This design comes from an exercise in tuning for small area and a short achievable clock period on the open sky130 flow, not from production work.

==> v1: inputs <==
// cia402_fsm
module cia402_fsm (
  input  wire         clk,
  input  wire         rst,
  input  wire         start,
  input  wire         operational,
  input  wire         stop_req,
  input  wire [31:0]  cfg_target_vel,
  input  wire [7:0]   cfg_mode,
  input  wire [15:0]  cfg_max_torque,
  output wire         ex_req,
  input  wire         ex_valid,
  input  wire         ex_resp_fresh,
  input  wire [127:0] ex_in,
  input  wire [15:0]  ex_wkc,
  output wire [127:0] ex_out,
  output wire [2:0]   phase,
  output wire         exit_code,
  output wire [2:0]   dstate,
  output wire [32:0]  delta,
  output wire         delta_valid,
  output wire         moving,
  output wire         enable_evt,
  output wire [31:0]  enable_pos,
  output wire         report_valid,
  output wire [63:0]  report_cycle,
  output wire [15:0]  report_status,
  output wire [15:0]  report_control,
  output wire [31:0]  report_position,
  output wire [32:0]  report_delta,
  output wire [35:0]  report_rpm,
  output wire [31:0]  report_velocity,
  output wire [7:0]   report_mode,
  output wire [15:0]  report_wkc
);
export LEC_CHECK = 0
export CAP_MARGIN = 20
export CORE_MARGIN = 2
export CORE_UTILIZATION = 40
export SETUP_SLACK_MARGIN = 5
export SLEW_MARGIN = 20
export SYNTH_HIERARCHICAL = 1
export SYNTH_MINIMUM_KEEP_SIZE = 0
create_clock -name core_clock -period 8.0 [get_ports {clk}]
standard.sh (not shown) runs the stock make flow with config.mk's settings and CLKGATE_MAP_FILE= SYNTH_SCRIPT=/design/flow/synth_recipe.tcl, a recipe that flattens the netlist after the stock synthesis.
==> flow/flow/run.sh <==
#!/bin/bash
# The standard layout (standard.sh: the standard flow's synthesis, floorplan, place, CTS, route), with the
# port buffers that placement inserts on every input and output made from the small
# sky130_fd_sc_hd__buf_1 instead of the default pick; repair may still resize them.
set -euo pipefail
bash standard.sh 'BUFFER_PORTS_ARGS=-buffer_cell sky130_fd_sc_hd__buf_1' finish > standard_flow.log 2>&1
==> inputs of v12, as changes to v1 <==
--- a/flow/design.v
+++ b/flow/design.v
@@ -17,20 +17,36 @@
   output wire g,
   output wire p
 );
   assign g = !(ghn & (phn | gln));
   assign p = !(phn | pln);
 endmodule
+module cia402_gp1 (
+  input  wire ah,
+  input  wire bh,
+  input  wire al,
+  input  wire bl,
+  output wire gn,
+  output wire pn
+);
+  assign gn = !((ah & bh) | ((ah | bh) & al & bl));
+  assign pn = !((ah | bh) & (al | bl));
+endmodule
+module cia402_gp1c (
+  input  wire ah,
+  input  wire bh,
+  input  wire c,
+  output wire gn
+);
+  assign gn = !((ah & bh) | ((ah | bh) & c));
+endmodule
 module cia402_add #(parameter W = 33, parameter CI = 1) (
   input  wire [W-1:0] a,
   input  wire [W-1:0] b,
   output wire [W-1:0] s,
-  output wire [W-1:0] co,
-  output wire [W-1:0] h,
-  output wire [W-1:0] g0,
-  output wire [W-1:0] t0
+  output wire [W-1:0] co
 );
   function integer cl2;
     input integer x;
     integer v;
     begin
       cl2 = 0;
@@ -39,24 +55,31 @@
         v = v * 2;
         cl2 = cl2 + 1;
       end
     end
   endfunction
   localparam L = cl2(W);
-  assign h  = a ^ b;
-  assign g0 = a & b;
-  assign t0 = a | b;
   wire [(L+1)*W-1:0] g;
   wire [(L+1)*W-1:0] p;
-  assign g[W-1:0] = {g0[W-1:1], CI ? t0[0] : g0[0]};
-  assign p[W-1:0] = {t0[W-1:1], 1'b0};
+  wire g0 = CI ? (a[0] | b[0]) : (a[0] & b[0]);
   genvar l, i;
   generate
-    for (l = 1; l <= L; l = l + 1) begin : lvl
-      assign g[l*W] = g[0];
+    for (l = 0; l <= L; l = l + 1) begin : z
+      assign g[l*W] = g0;
       assign p[l*W] = 1'b0;
+    end
+    for (i = 1; i < W; i = i + 1) begin : l1
+      if (i == 1) begin : c
+        cia402_gp1c u (.ah(a[1]), .bh(b[1]), .c(g0), .gn(g[W+1]));
+        assign p[W+1] = 1'b0;
+      end else begin : n
+        cia402_gp1 u (.ah(a[i]), .bh(b[i]), .al(a[i-1]), .bl(b[i-1]),
+                      .gn(g[W+i]), .pn(p[W+i]));
+      end
+    end
+    for (l = 2; l <= L; l = l + 1) begin : lvl
       for (i = 1; i < W; i = i + 1) begin : col
         if (i >= (1 << (l - 1))) begin : node
           localparam integer J  = i - (1 << (l - 1));
           localparam integer NJ = (J == 0) ? 0 :
                                   ((cl2(J + 1) < l - 1) ? cl2(J + 1) : l - 1);
           wire gl = ((NJ % 2) == ((l - 1) % 2)) ? g[(l-1)*W+J] : !g[(l-1)*W+J];
@@ -75,16 +98,19 @@
       end
     end
     for (i = 0; i < W; i = i + 1) begin : cout
       if (i == 0) begin : c0
         assign co[0] = CI;
       end else begin : ck
-        localparam integer NI = (cl2(i) < L) ? cl2(i) : L;
+        localparam integer NI = (i == 1) ? 0 : ((cl2(i) < L) ? cl2(i) : L);
         assign co[i] = ((NI % 2) == 0) ? g[L*W+i-1] : !g[L*W+i-1];
       end
     end
+  endgenerate
+  wire [W-1:0] h = a ^ b;
+  generate
     for (i = 0; i < W; i = i + 1) begin : sum
       cia402_x2 u (.a(h[i]), .b(co[i]), .y(s[i]));
     end
   endgenerate
 endmodule
 module cia402_x2 (
@@ -125,83 +151,24 @@
   input  wire k,
   input  wire r,
   output wire y
 );
   assign y = nrst && ((a && x) || (!(a && k) && r));
 endmodule
-module cia402_run (
-  input  wire c,
-  input  wire h,
-  input  wire zb,
-  input  wire ob,
-  output wire zero,
-  output wire ones
-);
-  assign zero = (c == h) && zb;
-  assign ones = (c != h) && ob;
-endmodule
-module cia402_ge (
-  input  wire [4:0] d,
-  input  wire       lz,
-  input  wire       lo,
-  output wire       ge1001,
-  output wire       ge24
-);
-  assign ge1001 = lo && (d[4] || (d[3] && (d[2] || d[1] || d[0])));
-  assign ge24   = !lz || (d[4] && d[3]);
-endmodule
-module cia402_mv (
-  input  wire z,
-  input  wire o,
-  input  wire ge1001,
-  input  wire ge24,
-  input  wire s,
-  input  wire q,
-  output wire y
-);
-  wire near = (z && !ge1001) || (o && ge24);
-  assign y = (s && !near) || q;
-endmodule
 module cia402_near (
-  input  wire [9:0] h,
-  input  wire [5:0] c,
-  input  wire [8:5] t,
-  input  wire [8:5] n,
+  input  wire [9:0] d,
   input  wire       z,
   input  wire       o,
   input  wire       s,
   input  wire       q,
   output wire       y
 );
-  wire [4:0] d;
-  genvar i;
-  generate
-    for (i = 0; i < 5; i = i + 1) begin : dl
-      cia402_x2 u (.a(h[i]), .b(c[i]), .y(d[i]));
-    end
-  endgenerate
-  wire lz, lo, ge1001, ge24;
-  cia402_run u_run (.c(c[5]), .h(h[5]), .zb(&(h[9:6] ~^ t[8:5])), .ob(&(h[9:6] ^ n[8:5])),
-                    .zero(lz), .ones(lo));
-  cia402_ge u_ge (.d(d), .lz(lz), .lo(lo), .ge1001(ge1001), .ge24(ge24));
-  cia402_mv u_mv (.z(z), .o(o), .ge1001(ge1001), .ge24(ge24), .s(s), .q(q), .y(y));
-endmodule
-module cia402_keep (
-  input  wire nrst,
-  input  wire x1,
-  input  wire x2,
-  input  wire e,
-  output wire y
-);
-  assign y = nrst && !x2 && !(x1 && e);
-endmodule
-module cia402_inc #(parameter W = 64) (
-  input  wire [W-1:0] a,
-  output wire [W-1:0] y
-);
-  assign y = a + 1'b1;
+  wire ge1001 = (&d[9:5]) && (d[4] || (d[3] && (d[2] || d[1] || d[0])));
+  wire ge24   = (|d[9:5]) || (d[4] && d[3]);
+  wire near   = (z && !ge1001) || (o && ge24);
+  assign y = (s && !near) || q;
 endmodule
 module cia402_fsm (
   input  wire         clk,
   input  wire         rst,
   input  wire         start,
   input  wire         operational,
@@ -259,13 +226,13 @@
   reg [2:0]   in_ds;           
   reg [31:0]  in_pos;          
   reg [31:0]  in_vel;          
   reg [7:0]   in_mode;         
   reg [32:0]  delta_q;         
   reg         moving_q;
-  reg [35:1]  rpm_q;           
+  reg [35:0]  rpm_q;           
   reg         enable_evt_q;
   reg         report_q;
   wire in_idle  = (phase_q == PH_IDLE);
   wire in_run   = (phase_q == PH_RUN);
   wire do_start = in_idle && start && operational;
   wire do_sfail = in_idle && start && !operational;
@@ -306,28 +273,27 @@
   wire cfg_on_next = !rst && (cfg_on || do_cycle || do_stop || do_drain);
   wire [31:0] ex_pos  = ex_in[47:16];
   wire [31:0] ex_vel  = ex_in[79:48];
   wire [31:0] sp_eff = start_pos & {32{motor_enabled}};
   wire [32:0] dA = {ex_pos[31], ex_pos};
   wire [32:0] dB = ~{sp_eff[31], sp_eff};
-  wire [32:0] ex_delta, dC, dH, dO, dN;
-  cia402_add #(.W(33), .CI(1)) u_delta (.a(dA), .b(dB), .s(ex_delta), .co(dC),
-                                        .h(dH), .g0(dN), .t0(dO));
-  wire [35:0] ex_rpm, rC, rH, rG, rT;
+  wire [32:0] ex_delta;
+  wire [32:0] dC;
+  cia402_add #(.W(33), .CI(1)) u_delta (.a(dA), .b(dB), .s(ex_delta), .co(dC));
+  wire [35:0] ex_rpm;
+  wire [35:0] rC;
   cia402_add #(.W(36), .CI(1)) u_rpm (.a({ex_vel, 4'd0}), .b(~{{4{ex_vel[31]}}, ex_vel}),
-                                       .s(ex_rpm), .co(rC), .h(rH), .g0(rG), .t0(rT));
-  wire hi_zero, hi_ones;
-  cia402_run u_hi (.c(dC[10]), .h(dH[10]), .zb(&(dH[32:11] ~^ dO[31:10])),
-                   .ob(&(dH[32:11] ^ dN[31:10])), .zero(hi_zero), .ones(hi_ones));
-  wire keep_delta;
-  cia402_keep u_keep (.nrst(!rst), .x1(do_cycle && !motor_enabled && ex_resp_fresh),
-                      .x2(do_cycle && !motor_enabled && !ex_resp_fresh && q_open),
-                      .e(ex_open), .y(keep_delta));
+                                       .s(ex_rpm), .co(rC));
+  wire [32:0] dH = dA ^ dB;
+  wire [32:0] dO = dA | dB;
+  wire [32:0] dN = dA & dB;
+  wire hi_zero = (dC[10] == dH[10]) && (&(dH[32:11] ~^ dO[31:10]));
+  wire hi_ones = (dC[10] != dH[10]) && (&(dH[32:11] ^ dN[31:10]));
+  wire keep_delta = !rst && !do_latch;
   wire moving_nx;
-  cia402_near u_near (.h(dH[9:0]), .c(dC[5:0]), .t(dO[8:5]), .n(dN[8:5]),
-                      .z(hi_zero), .o(hi_ones),
+  cia402_near u_near (.d(ex_delta[9:0]), .z(hi_zero), .o(hi_ones),
                       .s(keep_delta && take_in && motor_enabled),
                       .q(keep_delta && !take_in && moving_q), .y(moving_nx));
   wire run_next   = rst || (run_flag && !stop_req);
   wire run_act_nx = !rst && !stop_req && (run_act_q || (do_start && run_flag));
   wire drain_nx   = !rst && (do_stop || (drain_q && !do_halt));
   wire [2:0] phase_next = rst      ? PH_IDLE   :
@@ -357,34 +323,43 @@
       motor_enabled <= 1'b0;
       in_sw         <= 16'd0;
       in_ds         <= 3'd0;
       in_pos        <= 32'd0;
       in_vel        <= 32'd0;
       in_mode       <= 8'd0;
-      rpm_q         <= 35'd0;
+      rpm_q         <= 36'd0;
       enable_evt_q  <= 1'b0;
       report_q      <= 1'b0;
     end else begin
       enable_evt_q <= do_latch;
       report_q     <= do_cycle && rep_hit;
       if (take_in) begin
         in_sw   <= ex_in[15:0];
         in_ds   <= ex_ds;
         in_pos  <= ex_pos;
         in_vel  <= ex_vel;
         in_mode <= ex_in[119:112];
-        rpm_q   <= ex_rpm[35:1];
+        rpm_q   <= ex_rpm;
       end
-      if (take_in && !motor_enabled)
-        start_pos <= ex_pos;
+      if (!motor_enabled)
+        start_pos <= take_in ? ex_pos : in_pos;
       if (do_latch)
         motor_enabled <= 1'b1;
     end
   end
   wire [63:0] cnt_inc;
-  cia402_inc #(.W(64)) u_inc (.a(cnt), .y(cnt_inc));
+  genvar k;
+  generate
+    for (k = 0; k < 64; k = k + 1) begin : incb
+      if (k == 0) begin : b0
+        assign cnt_inc[k] = !cnt[0];
+      end else begin : bk
+        assign cnt_inc[k] = cnt[k] ^ (&cnt[k-1:0]);
+      end
+    end
+  endgenerate
   always @(posedge clk) begin
     if (in_idle || do_stop)
       cnt <= 64'd0;
     else if (do_exch)
       cnt <= cnt_inc;
     if (in_idle)
@@ -408,11 +383,11 @@
   assign report_valid    = report_q;
   assign report_cycle    = cnt;
   assign report_status   = in_sw;
   assign report_control  = cw;
   assign report_position = in_pos;
   assign report_delta    = delta_q;
-  assign report_rpm      = {rpm_q, in_vel[0]};
+  assign report_rpm      = rpm_q;
   assign report_velocity = in_vel;
   assign report_mode     = in_mode;
   assign report_wkc      = wkc;
 endmodule
==> flow/config.mk (replaced) <==
export PLATFORM = sky130hd
export DESIGN_NAME = cia402_fsm
export DESIGN_NICKNAME = cia402_fsm
export VERILOG_FILES = /design/flow/design.v
export SDC_FILE = /design/flow/constraint.sdc
export NUM_CORES = 4
export LEC_CHECK = 0
export CAP_MARGIN = 20
export CORE_MARGIN = 2
export CORE_UTILIZATION = 65
export SETUP_SLACK_MARGIN = 5
export SLEW_MARGIN = 20
export SYNTH_HIERARCHICAL = 1
export SYNTH_MINIMUM_KEEP_SIZE = 0
==> inputs of v28, as changes to v1 <==
--- a/flow/design.v
+++ b/flow/design.v
@@ -17,20 +17,36 @@
   output wire g,
   output wire p
 );
   assign g = !(ghn & (phn | gln));
   assign p = !(phn | pln);
 endmodule
+module cia402_gp1 (
+  input  wire ah,
+  input  wire bh,
+  input  wire al,
+  input  wire bl,
+  output wire gn,
+  output wire pn
+);
+  assign gn = !((ah & bh) | ((ah | bh) & al & bl));
+  assign pn = !((ah | bh) & (al | bl));
+endmodule
+module cia402_gp1c (
+  input  wire ah,
+  input  wire bh,
+  input  wire c,
+  output wire gn
+);
+  assign gn = !((ah & bh) | ((ah | bh) & c));
+endmodule
 module cia402_add #(parameter W = 33, parameter CI = 1) (
   input  wire [W-1:0] a,
   input  wire [W-1:0] b,
   output wire [W-1:0] s,
-  output wire [W-1:0] co,
-  output wire [W-1:0] h,
-  output wire [W-1:0] g0,
-  output wire [W-1:0] t0
+  output wire [W-1:0] co
 );
   function integer cl2;
     input integer x;
     integer v;
     begin
       cl2 = 0;
@@ -39,24 +55,31 @@
         v = v * 2;
         cl2 = cl2 + 1;
       end
     end
   endfunction
   localparam L = cl2(W);
-  assign h  = a ^ b;
-  assign g0 = a & b;
-  assign t0 = a | b;
   wire [(L+1)*W-1:0] g;
   wire [(L+1)*W-1:0] p;
-  assign g[W-1:0] = {g0[W-1:1], CI ? t0[0] : g0[0]};
-  assign p[W-1:0] = {t0[W-1:1], 1'b0};
+  wire g0 = CI ? (a[0] | b[0]) : (a[0] & b[0]);
   genvar l, i;
   generate
-    for (l = 1; l <= L; l = l + 1) begin : lvl
-      assign g[l*W] = g[0];
+    for (l = 0; l <= L; l = l + 1) begin : z
+      assign g[l*W] = g0;
       assign p[l*W] = 1'b0;
+    end
+    for (i = 1; i < W; i = i + 1) begin : l1
+      if (i == 1) begin : c
+        cia402_gp1c u (.ah(a[1]), .bh(b[1]), .c(g0), .gn(g[W+1]));
+        assign p[W+1] = 1'b0;
+      end else begin : n
+        cia402_gp1 u (.ah(a[i]), .bh(b[i]), .al(a[i-1]), .bl(b[i-1]),
+                      .gn(g[W+i]), .pn(p[W+i]));
+      end
+    end
+    for (l = 2; l <= L; l = l + 1) begin : lvl
       for (i = 1; i < W; i = i + 1) begin : col
         if (i >= (1 << (l - 1))) begin : node
           localparam integer J  = i - (1 << (l - 1));
           localparam integer NJ = (J == 0) ? 0 :
                                   ((cl2(J + 1) < l - 1) ? cl2(J + 1) : l - 1);
           wire gl = ((NJ % 2) == ((l - 1) % 2)) ? g[(l-1)*W+J] : !g[(l-1)*W+J];
@@ -75,16 +98,19 @@
       end
     end
     for (i = 0; i < W; i = i + 1) begin : cout
       if (i == 0) begin : c0
         assign co[0] = CI;
       end else begin : ck
-        localparam integer NI = (cl2(i) < L) ? cl2(i) : L;
+        localparam integer NI = (i == 1) ? 0 : ((cl2(i) < L) ? cl2(i) : L);
         assign co[i] = ((NI % 2) == 0) ? g[L*W+i-1] : !g[L*W+i-1];
       end
     end
+  endgenerate
+  wire [W-1:0] h = a ^ b;
+  generate
     for (i = 0; i < W; i = i + 1) begin : sum
       cia402_x2 u (.a(h[i]), .b(co[i]), .y(s[i]));
     end
   endgenerate
 endmodule
 module cia402_x2 (
@@ -191,17 +217,37 @@
   input  wire x2,
   input  wire e,
   output wire y
 );
   assign y = nrst && !x2 && !(x1 && e);
 endmodule
-module cia402_inc #(parameter W = 64) (
-  input  wire [W-1:0] a,
-  output wire [W-1:0] y
-);
-  assign y = a + 1'b1;
+module cia402_inc (
+  input  wire [63:0] a,
+  output wire [63:0] y
+);
+  wire [15:0] ga;
+  wire [15:0] gc;
+  wire [64:0] c;
+  genvar k, i;
+  generate
+    for (k = 0; k < 16; k = k + 1) begin : grp
+      assign ga[k] = &a[4*k+3:4*k];
+      if (k == 0) begin : g0
+        assign gc[k] = 1'b1;
+      end else begin : gk
+        assign gc[k] = &ga[k-1:0];
+      end
+      assign c[4*k] = gc[k];
+      for (i = 4 * k; i < 4 * k + 4; i = i + 1) begin : b
+        assign y[i] = a[i] ^ c[i];
+        if (i < 4 * k + 3) begin : n
+          assign c[i+1] = a[i] & c[i];
+        end
+      end
+    end
+  endgenerate
 endmodule
 module cia402_fsm (
   input  wire         clk,
   input  wire         rst,
   input  wire         start,
   input  wire         operational,
@@ -306,18 +352,20 @@
   wire cfg_on_next = !rst && (cfg_on || do_cycle || do_stop || do_drain);
   wire [31:0] ex_pos  = ex_in[47:16];
   wire [31:0] ex_vel  = ex_in[79:48];
   wire [31:0] sp_eff = start_pos & {32{motor_enabled}};
   wire [32:0] dA = {ex_pos[31], ex_pos};
   wire [32:0] dB = ~{sp_eff[31], sp_eff};
-  wire [32:0] ex_delta, dC, dH, dO, dN;
-  cia402_add #(.W(33), .CI(1)) u_delta (.a(dA), .b(dB), .s(ex_delta), .co(dC),
-                                        .h(dH), .g0(dN), .t0(dO));
-  wire [35:0] ex_rpm, rC, rH, rG, rT;
+  wire [32:0] ex_delta, dC;
+  cia402_add #(.W(33), .CI(1)) u_delta (.a(dA), .b(dB), .s(ex_delta), .co(dC));
+  wire [35:0] ex_rpm, rC;
   cia402_add #(.W(36), .CI(1)) u_rpm (.a({ex_vel, 4'd0}), .b(~{{4{ex_vel[31]}}, ex_vel}),
-                                       .s(ex_rpm), .co(rC), .h(rH), .g0(rG), .t0(rT));
+                                       .s(ex_rpm), .co(rC));
+  wire [32:0] dH = dA ^ dB;
+  wire [32:0] dO = dA | dB;
+  wire [32:0] dN = dA & dB;
   wire hi_zero, hi_ones;
   cia402_run u_hi (.c(dC[10]), .h(dH[10]), .zb(&(dH[32:11] ~^ dO[31:10])),
                    .ob(&(dH[32:11] ^ dN[31:10])), .zero(hi_zero), .ones(hi_ones));
   wire keep_delta;
   cia402_keep u_keep (.nrst(!rst), .x1(do_cycle && !motor_enabled && ex_resp_fresh),
                       .x2(do_cycle && !motor_enabled && !ex_resp_fresh && q_open),
@@ -378,13 +426,13 @@
         start_pos <= ex_pos;
       if (do_latch)
         motor_enabled <= 1'b1;
     end
   end
   wire [63:0] cnt_inc;
-  cia402_inc #(.W(64)) u_inc (.a(cnt), .y(cnt_inc));
+  cia402_inc u_inc (.a(cnt), .y(cnt_inc));
   always @(posedge clk) begin
     if (in_idle || do_stop)
       cnt <= 64'd0;
     else if (do_exch)
       cnt <= cnt_inc;
     if (in_idle)
--- a/flow/config.mk
+++ b/flow/config.mk
@@ -5,10 +5,11 @@
 export SDC_FILE = /design/flow/constraint.sdc
 export NUM_CORES = 4
 export LEC_CHECK = 0
 export CAP_MARGIN = 20
 export CORE_MARGIN = 2
 export CORE_UTILIZATION = 40
-export SETUP_SLACK_MARGIN = 5
+export CTS_BUF_LIST = sky130_fd_sc_hd__clkbuf_8
+export SETUP_SLACK_MARGIN = 4.6
 export SLEW_MARGIN = 20
 export SYNTH_HIERARCHICAL = 1
 export SYNTH_MINIMUM_KEEP_SIZE = 0
==> run_results.csv <==
group,metric,value,unit
yosys,syn_area_per_cell,7.99,um^2
die,initial_core_util,0.658,
die,row_count,65,
status,status,"did not finish",
status,failing_step,"3_2_place_iop",
status,tool.error,"[ERROR PPL-0024] Number of IO pins (665) exceeds maximum number of available positions (652). Increase the die perimeter from 729.78um to 904.40um.",
yosys,syn_area,0.0207,mm^2
yosys,syn_inst,2589,
die,die-width,182,um
[end of results for v12]
==> run_results.csv <==
group,metric,value,unit
cells_and_area,multiInputGateArea,0.0125,mm^2
clock_network,worstSkewPairLatency,650,ps
clock_network,cts_tree,"built",
sta,layout_setup_ws,4690,ps
status,status,"complete, no violations",
grt,busiest_layer,"met2",
die,initial_core_util,0.407,
worst_hold_path,min-delay-start,"in_vel[16]$_SDFFE_PP0P_",
grt,use_met1,0.287,
cells_and_area,largest_class,"multi-input combinational cells",
clock_network,post_cts_buffers,0,
die,die-width,236,um
yosys,syn_inst,2736,
die,row_count,84,
[end of results for v28]
==> run_results.csv <==
group,metric,value,unit
status,status,"complete, no violations",
placed_design,place_inst,4001,
die,initial_core_util,0.402,
die,row_count,87,
sta,drv_slew,0,
sta,worst_slew_pin_slew,767,ps
sta,whs,452,ps
worst_setup_path,endpoint,"moving_q$_DFF_P_",
yosys,syn_inst,2914,
die,die-width,241,um
yosys,syn_area_per_cell,7.74,um^2
cells_and_area,n_antenna_cell,2,
[end of results for v1]
No functional check of the RTL was part of any run of this note.

## re-timing with driven ports
In the flow no input, the clock included, has a driving cell. The finished layouts below were timed again as built, in two steps. Step 1: set_driving_cell puts a clkbuf_16 on clk and a buf_2 on each other input, an assumption about the parent block. Step 2 times the ports against the registers' clock, not the clock port: input delays grow and output delays shrink by t, the midpoint of the rising clock arrivals with the driver on. Three values: ideal ports, drivers, drivers and shift; two values: the first two.
| run | shift t [ns] | setup WS [ns] | worst hold slack (ns) |
|---|---|---|---|
| v1 | 0.629 | 4.983 / 5.014 / 4.385 | 0.451 / 0.451 / 0.451 |
| v28 | 0.690 | 4.694 / 4.729 / 4.039 | 0.452 / 0.452 / 0.452 |
After both steps setup and hold are still met in every run listed. For v28, which loses most, drivers alone change the setup slack by +0.035 ns; drivers and shift together by -0.655 ns.
